What follows belongs to an exercise in optimizing a design on an open flow for a short achievable clock period; a production flow would make more cautious choices.
At most, simulation tests tie the RTL to the original design; equivalence was not proved.
Power and IR drop assume default switching activity.

== run a ==
==> flow/design.v (excerpt) <==
module twms (
  input  logic        clk,
  input  logic        rst,           
  input  logic        cmd_valid,
  input  logic [1:0]  cmd_port,      
  input  logic [31:0] cmd_word,
  output logic        rsp_valid,
  output logic        rsp_ok,
  output logic [31:0] rsp_data,
  output logic [1:0]  bo0_cnt,       
  output logic [10:0] bo0_act0,
  output logic [10:0] bo0_act1,
  output logic [1:0]  bo1_cnt,       
  output logic [10:0] bo1_act0,
  output logic [10:0] bo1_act1,
  output logic        sleep_valid,   
  output logic [2:0]  sleep_level,
  output logic        pwr_asleep,    
  output logic [2:0]  pwr_level,
  output logic        halt,          
  output logic [2:0]  fcode,
  output logic [7:0]  finfo
);
Size: ~2400 cells after synthesis, ~140 I/O pins.
export LEC_CHECK = 0
export CAP_MARGIN = 20
export CORE_MARGIN = 2
export CORE_UTILIZATION = 40
export PLACE_DENSITY = 0.6
export SLEW_MARGIN = 20
create_clock -name core_clock -period 10.0 [get_ports {clk}]
standard.sh (not shown) runs the stock make flow with config.mk's settings and CLKGATE_MAP_FILE= SYNTH_SCRIPT=/design/flow/synth_recipe.tcl, a recipe that flattens the netlist after the stock synthesis.
==> flow/flow/run.sh <==
#!/bin/bash
# Layout flow: the standard ORFS flow, with timing repair aimed at a setup
# slack margin well above what the 10 ns clock asks for, so that the resizer
# keeps working on the critical paths (the SDC is unchanged), and a last
# max-slew/max-cap repair after global routing (flow/post_grt.tcl). Port
# buffers are buf_4 (ORFS would pick a delay cell, clkdlybuf4s50_1).
# The platform's don't-use cells are extended with the slow high-stack gates
# (flow/dont_use.txt), for synthesis and for the resizer alike.
# make's output goes to standard_flow.log; each ORFS step logs under orfs/logs/.
set -euo pipefail
MARGIN=${MARGIN:-7.0}
DONT_USE=$(tr '\n' ' ' < flow/dont_use.txt)
bash standard.sh SETUP_SLACK_MARGIN=$MARGIN TNS_END_PERCENT=100 \
  "DONT_USE_CELLS=$DONT_USE" \
  "BUFFER_PORTS_ARGS=-buffer_cell sky130_fd_sc_hd__buf_4" \
  POST_GLOBAL_ROUTE_TCL=$PWD/flow/post_grt.tcl finish > standard_flow.log 2>&1
Other scripts of this flow, unchanged in this note and not shown: flow/flow/dont_use.txt, flow/flow/post_grt.tcl
#### Input delta (run b over run a)
--- a/flow/design.v
+++ b/flow/design.v
@@ -372,17 +372,16 @@
     .irqen    (d_irqen),
     .irqstat  (d_irqstat),
     .wake     (d_wake)
   );
   logic             h;
   logic [1:0]       e_xs, e_bw, e_sub;
   logic [1:0][2:0]  e_hv;
   logic             c1, c2, c3, c4, c5, fat_cmd, fatal, ok;
-  logic             ck_xs, ck_em, ck_sub, sp_xs, sp_blk, sp_unb, sp_sub, f_xs, f_blk, f_unb, f_sub;
   logic [31:0]      rd, rd_src, rd_buf;
   logic             rd_base, rd_bus, rd_top, rd_xstat, rd_bufrd, rd_evpend, rd_irq,
                     rd_cda, rd_fstat, rd_ok_hi, rd_ok_mid, rd_ok_lo, rd_ok_cda;
   logic [7:0]       rd_xs;
   logic [15:0]      rd_irqv;
   logic [2:0]       fc;
   logic [7:0]       fi;
   logic             sleep_x, wake_x, sub_any;
@@ -399,32 +398,21 @@
       for (int k = 0; k < 3; k++)
         e_hv[b][k] = (d_subev[b][k] && !h && !hf[b][k]) ||
                      (nv && dlv_on[b] && dlv_kind[k] && !hf[b][k]);
     end
     c4 = v && h && !d_fstat;
     c1 = v && !h && d_mal;
     c2 = v && !h && !d_mal && d_rng;
     c3 = !h && (((d_xstart | d_bufwr) & ~avail_n) != 2'b0);
-    ck_xs  = v && (cmd_port == 2'd0) && (cmd_word[6:5] == 2'b0) && !cmd_word[27] &&
-             (cmd_word[9:7] != 3'd0) && (cmd_word[9:7] <= 3'd4);
-    ck_em  = v && (cmd_port == 2'd0) && (cmd_word[27:3] == 25'b0);
-    ck_sub = v && (cmd_port == 2'd2) && (cmd_word[23:8] == 16'b0) && !cmd_word[27] &&
-             ((cmd_word[25:24] == 2'd1) ||
-              (((cmd_word[25:24] == 2'd0) || (cmd_word[25:24] == 2'd2)) && (cmd_word[7:0] == 8'b0)));
-    sp_xs  = (cmd_word[31:28] == 4'h1) && avail_n[cmd_word[26]] && vfull[2];
-    sp_blk = (cmd_word[31:28] == 4'h8) && (cmd_word[2:0] <= 3'd4) && vfull[cmd_word[2:0]];
-    sp_unb = (cmd_word[31:28] == 4'h9) && (cmd_word[2:0] <= 3'd4) && vzero[cmd_word[2:0]];
-    sp_sub = (cmd_word[31:28] == 4'hC) && (cmd_word[25:24] != 2'd3) &&
-             hf[cmd_word[26]][cmd_word[25:24]];
-    f_xs   = !h && ck_xs && sp_xs;
-    f_blk  = !h && ck_em && sp_blk;
-    f_unb  = !h && ck_em && sp_unb;
-    f_sub  = !h && ck_sub && sp_sub;
-    fat_cmd = f_xs || f_blk || f_unb || f_sub;
+    fat_cmd = !h && ((((d_xstart & avail_n) != 2'b0) && vfull[2]) ||
+                     ((d_emblk & vfull) != 5'b0) ||
+                     ((d_emunblk & vzero) != 5'b0) ||
+                     ((d_subev[0] & hf[0]) != 3'b0) ||
+                     ((d_subev[1] & hf[1]) != 3'b0));
     c5 = fat_cmd;
     fatal = fat_cmd || (nv && dlv_fatal);
     rd_base = v && (cmd_port == 2'd0) && (cmd_word[23:0] == 24'b0);
     rd_bus  = !cmd_word[27] && (cmd_word[25:24] == 2'd0);
     rd_top  = (cmd_word[27:24] == 4'd0);
     rd_xstat  = (cmd_word[31:28] == 4'h2) && rd_bus;
     rd_bufrd  = (cmd_word[31:28] == 4'h4) && rd_bus;
     rd_evpend = (cmd_word[31:28] == 4'h7) && rd_top;
@@ -475,32 +463,36 @@
       end
     end
     fc = 3'd0;
     fi = 8'd0;
     if (nv && dlv_fatal) begin
       fc = dlv_fcode;
       fi = dlv_finfo;
     end
-    if (f_xs) begin
+    if (!h && ((d_xstart & avail_n) != 2'b0) && vfull[2]) begin
       fc = fc | 3'd3;
       fi = fi | 8'd2;
     end
-    if (f_blk) begin
-      fc = fc | 3'd3;
-      fi = fi | {5'b0, cmd_word[2:0]};
-    end
-    if (f_unb) begin
-      fc = fc | 3'd2;
-      fi = fi | {5'b0, cmd_word[2:0]};
-    end
-    if (f_sub) begin
-      fc = fc | hcode[cmd_word[26]][cmd_word[25:24]];
-      fi = fi | hinfo[cmd_word[26]][cmd_word[25:24]];
+    for (int l = 0; l < 5; l++) begin
+      if (!h && d_emblk[l] && vfull[l]) begin
+        fc = fc | 3'd3;
+        fi = fi | 8'(l);
+      end
+      if (!h && d_emunblk[l] && vzero[l]) begin
+        fc = fc | 3'd2;
+        fi = fi | 8'(l);
+      end
     end
+    for (int b = 0; b < 2; b++)
+      for (int k = 0; k < 3; k++)
+        if (!h && d_subev[b][k] && hf[b][k]) begin
+          fc = fc | hcode[b][k];
+          fi = fi | hinfo[b][k];
+        end
     sleep_x = d_emsleep && !h;
     wake_x  = d_wake && !h;
     sub_any = (e_sub != 2'b0) || (nv && (dlv_on != 2'b0));
   end
   always_ff @(posedge clk) begin
     rsp_valid_q <= v;
     rsp_okn_q   <= !rsp_ok_d;
     rsp_data_q  <= {rsp_data_d[31:3], !rsp_data_d[2], rsp_data_d[1], !rsp_data_d[0]};
Notes after the runs:
On core occupancy in the finished layout, run b and run a are basically level.
| clock skew | run a vs run b | ≈ equal |
Per the comparison of run b with run a, largest net degree at the start of global routing moved down; routability congestion estimate moved up.
Sequential fraction of the synthesis area (higher): run b
Lower cell-internal power goes to run b over run a.
Sum of internal, switching and leakage power, run b vs run a: down by a few percent
Diff run a -> run b: number of sinks on the clock net went down; sequential share of layout area shows an increase of 0.97 points; global-route usage fell 0.38 points; number of placed instances with taps included went down.
No functional check of the RTL was part of run a.

---

twms, a different RTL version from the one above (not shown whole).
For scale: about 2900 cells after synthesis, ~24000 sq um of cells after synthesis.
clock: 10.0 ns
lec_check: 0
cap_margin: 20
core_margin: 2
core_utilization: 40
place_density: 0.6
slew_margin: 20
synth_hierarchical: 1
synth_minimum_keep_size: 0
Scripts as last shown in full above: flow/flow/run.sh
Other scripts of this flow, unchanged in this note and not shown: flow/flow/dont_use.txt, flow/flow/post_grt.tcl
The baseline passed the timing, DRC and antenna checks.
Next try:
--- a/flow/design.v
+++ b/flow/design.v
@@ -399,20 +399,30 @@
              (g_z7_3 && (((g_op[8] || g_op[9]) && g_z2724 && g_lvl) ||
                          (g_op[13] && (cmd_word[25:24] == 2'd1) && g_b))))) ||
            (g_env && ((g_op[13] && g_z2524 && g_z218 && g_ik && g_b) ||
                       (g_op[14] && (cmd_word[27:24] == 4'd1) && g_z238 && g_z7_0))) ||
            (g_sev && g_op[12] && g_z238 && g_sk && g_b);
     g_fstat = g_host && g_op[14] && g_z2724 && g_z238 && g_z7_0;
     g_busy  = (g_op[1] || g_op[3]) && !avail_n[cmd_word[26]];
     c4 = v && h && !g_fstat;
     c1 = v && !h && !g_wf;
-    c2 = !h && g_wf && !g_go;
-    c3 = !h && g_go && g_busy;
+    c2 = !h && ((g_host && g_op[1] && (cmd_word[6:5] == 2'b0) && (!g_b || !g_cnt)) ||
+                (g_host && g_z238 &&
+                 ((g_op[3] && !g_b) ||
+                  (g_z7_0 && (((g_op[2] || g_op[4]) && g_z2524) ||
+                              (g_op[13] && (cmd_word[25:24] == 2'd2))) && !g_b) ||
+                  (g_z7_3 && (((g_op[8] || g_op[9]) && g_z2724 && !g_lvl) ||
+                              (g_op[13] && (cmd_word[25:24] == 2'd1) && !g_b))))) ||
+                (g_env && g_op[13] && g_z2524 && g_z218 && g_ik && !g_b) ||
+                (g_sev && g_op[12] && g_z238 && g_sk && !g_b));
+    c3 = !h && g_b && !avail_n[cmd_word[26]] &&
+          ((g_host && g_op[1] && (cmd_word[6:5] == 2'b0) && g_cnt) ||
+           (g_host && g_op[3] && g_z238));
     ck_xs  = v && (cmd_port == 2'd0) && (cmd_word[6:5] == 2'b0) && !cmd_word[27] &&
              (cmd_word[9:7] != 3'd0) && (cmd_word[9:7] <= 3'd4);
     ck_em  = v && (cmd_port == 2'd0) && (cmd_word[27:3] == 25'b0);
     ck_sub = v && (cmd_port == 2'd2) && (cmd_word[23:8] == 16'b0) && !cmd_word[27] &&
              ((cmd_word[25:24] == 2'd1) ||
               (((cmd_word[25:24] == 2'd0) || (cmd_word[25:24] == 2'd2)) && (cmd_word[7:0] == 8'b0)));
     sp_xs  = (cmd_word[31:28] == 4'h1) && avail_n[cmd_word[26]] && vfull[2];
     sp_blk = (cmd_word[31:28] == 4'h8) && (cmd_word[2:0] <= 3'd4) && vfull[cmd_word[2:0]];
     sp_unb = (cmd_word[31:28] == 4'h9) && (cmd_word[2:0] <= 3'd4) && vzero[cmd_word[2:0]];
@@ -464,23 +474,21 @@
     rd[7:0]   = rd_src[7:0]   & {8{rd_ok_lo}};
     rd[2:0]   = rd[2:0] | (cda & {3{rd_ok_cda}});
     ok = g_fstat || (!h && g_go && !g_busy);
     rsp_ok_d = ok;
     rsp_data_d = rd;
     rsp_data_d[0] = c1 || c3 || rd[0];
     rsp_data_d[1] = c2 || c3 || rd[1];
     rsp_data_d[2] = c4 || rd[2];
     for (int b = 0; b < 2; b++) begin
-      bo_cnt_d[b] = 2'd0;
+      bo_cnt_d[b] = {e_xs[b], 1'b0} | (dlv_cnt[b] & {2{nv}});
       for (int k = 0; k < 3; k++)
-        if (d_subev[b][k] && !h) bo_cnt_d[b] = hcnt[b][k];
-      if (nv)      bo_cnt_d[b] = dlv_cnt[b];
-      if (e_xs[b]) bo_cnt_d[b] = 2'd2;
+        bo_cnt_d[b] = bo_cnt_d[b] | (hcnt[b][k] & {2{d_subev[b][k] && !h}});
       if (!cmd_valid) begin
         bo_a0_d[b] = dlv_a0[b];
         bo_a1_d[b] = dlv_a1[b];
       end else if (cmd_word[31:28] == 4'h1) begin
         bo_a0_d[b] = BA_START;
         bo_a1_d[b] = BA_TX | {3'b0, cmd_word[24:18], 1'b0};
       end else begin
         bo_a0_d[b] = cmd_word[24] ? rx_a0[b] : ack_a0[b];
         bo_a1_d[b] = cmd_word[24] ? BA_STOP : ack_a1[b];
After rerunning: The new run ran to the end with no violations; register-to-register slack improves by 0.06 ns; hold slack barely changes; sequential share of layout area rises by 0.12 points; via count falls by 0.85%; sequential power barely changes; critical path depth falls by 10; final area hardly moves; non-clock buffer count rises by 2.
Function was not checked in any run of this note: the RTL went through the layout flow alone.

## separate check: timing with driven ports
In the flow no input, the clock included, has a driving cell. The finished layouts below were timed again as built, in two steps.
Step 1 (the two cells are an assumption about what drives the block):
set clk [get_ports {clk}]
set_driving_cell -lib_cell sky130_fd_sc_hd__clkbuf_16 $clk
set_driving_cell -lib_cell sky130_fd_sc_hd__buf_2 [delete_from_list [all_inputs] $clk]
Step 2 times the ports against the registers' clock, not the clock port: input delays grow and output delays shrink by t, the midpoint of the rising clock arrivals with the driver on.
a / b / c = ideal / step 1 / step 2; a / b = the first two.
| run | t, ns | setup WS [ns] | worst setup path at the end |
|---|---|---|---|
| run a | 0.662 | 6.535 / 6.516 / 5.854 | input to register |
| run b | 0.637 | 6.765 / 6.712 / 6.085 | input to register |
| the first run of note 2 | 0.677 | 6.757 / 6.744 / 6.067 | input to register |
| the second run of note 2 | 0.684 | 6.826 / 6.762 / 6.148 | input to register |
After both steps every run listed still meets setup and hold. For the first run of note 2, which loses most, drivers alone change the setup slack by -0.013 ns; drivers and shift together by -0.690 ns.
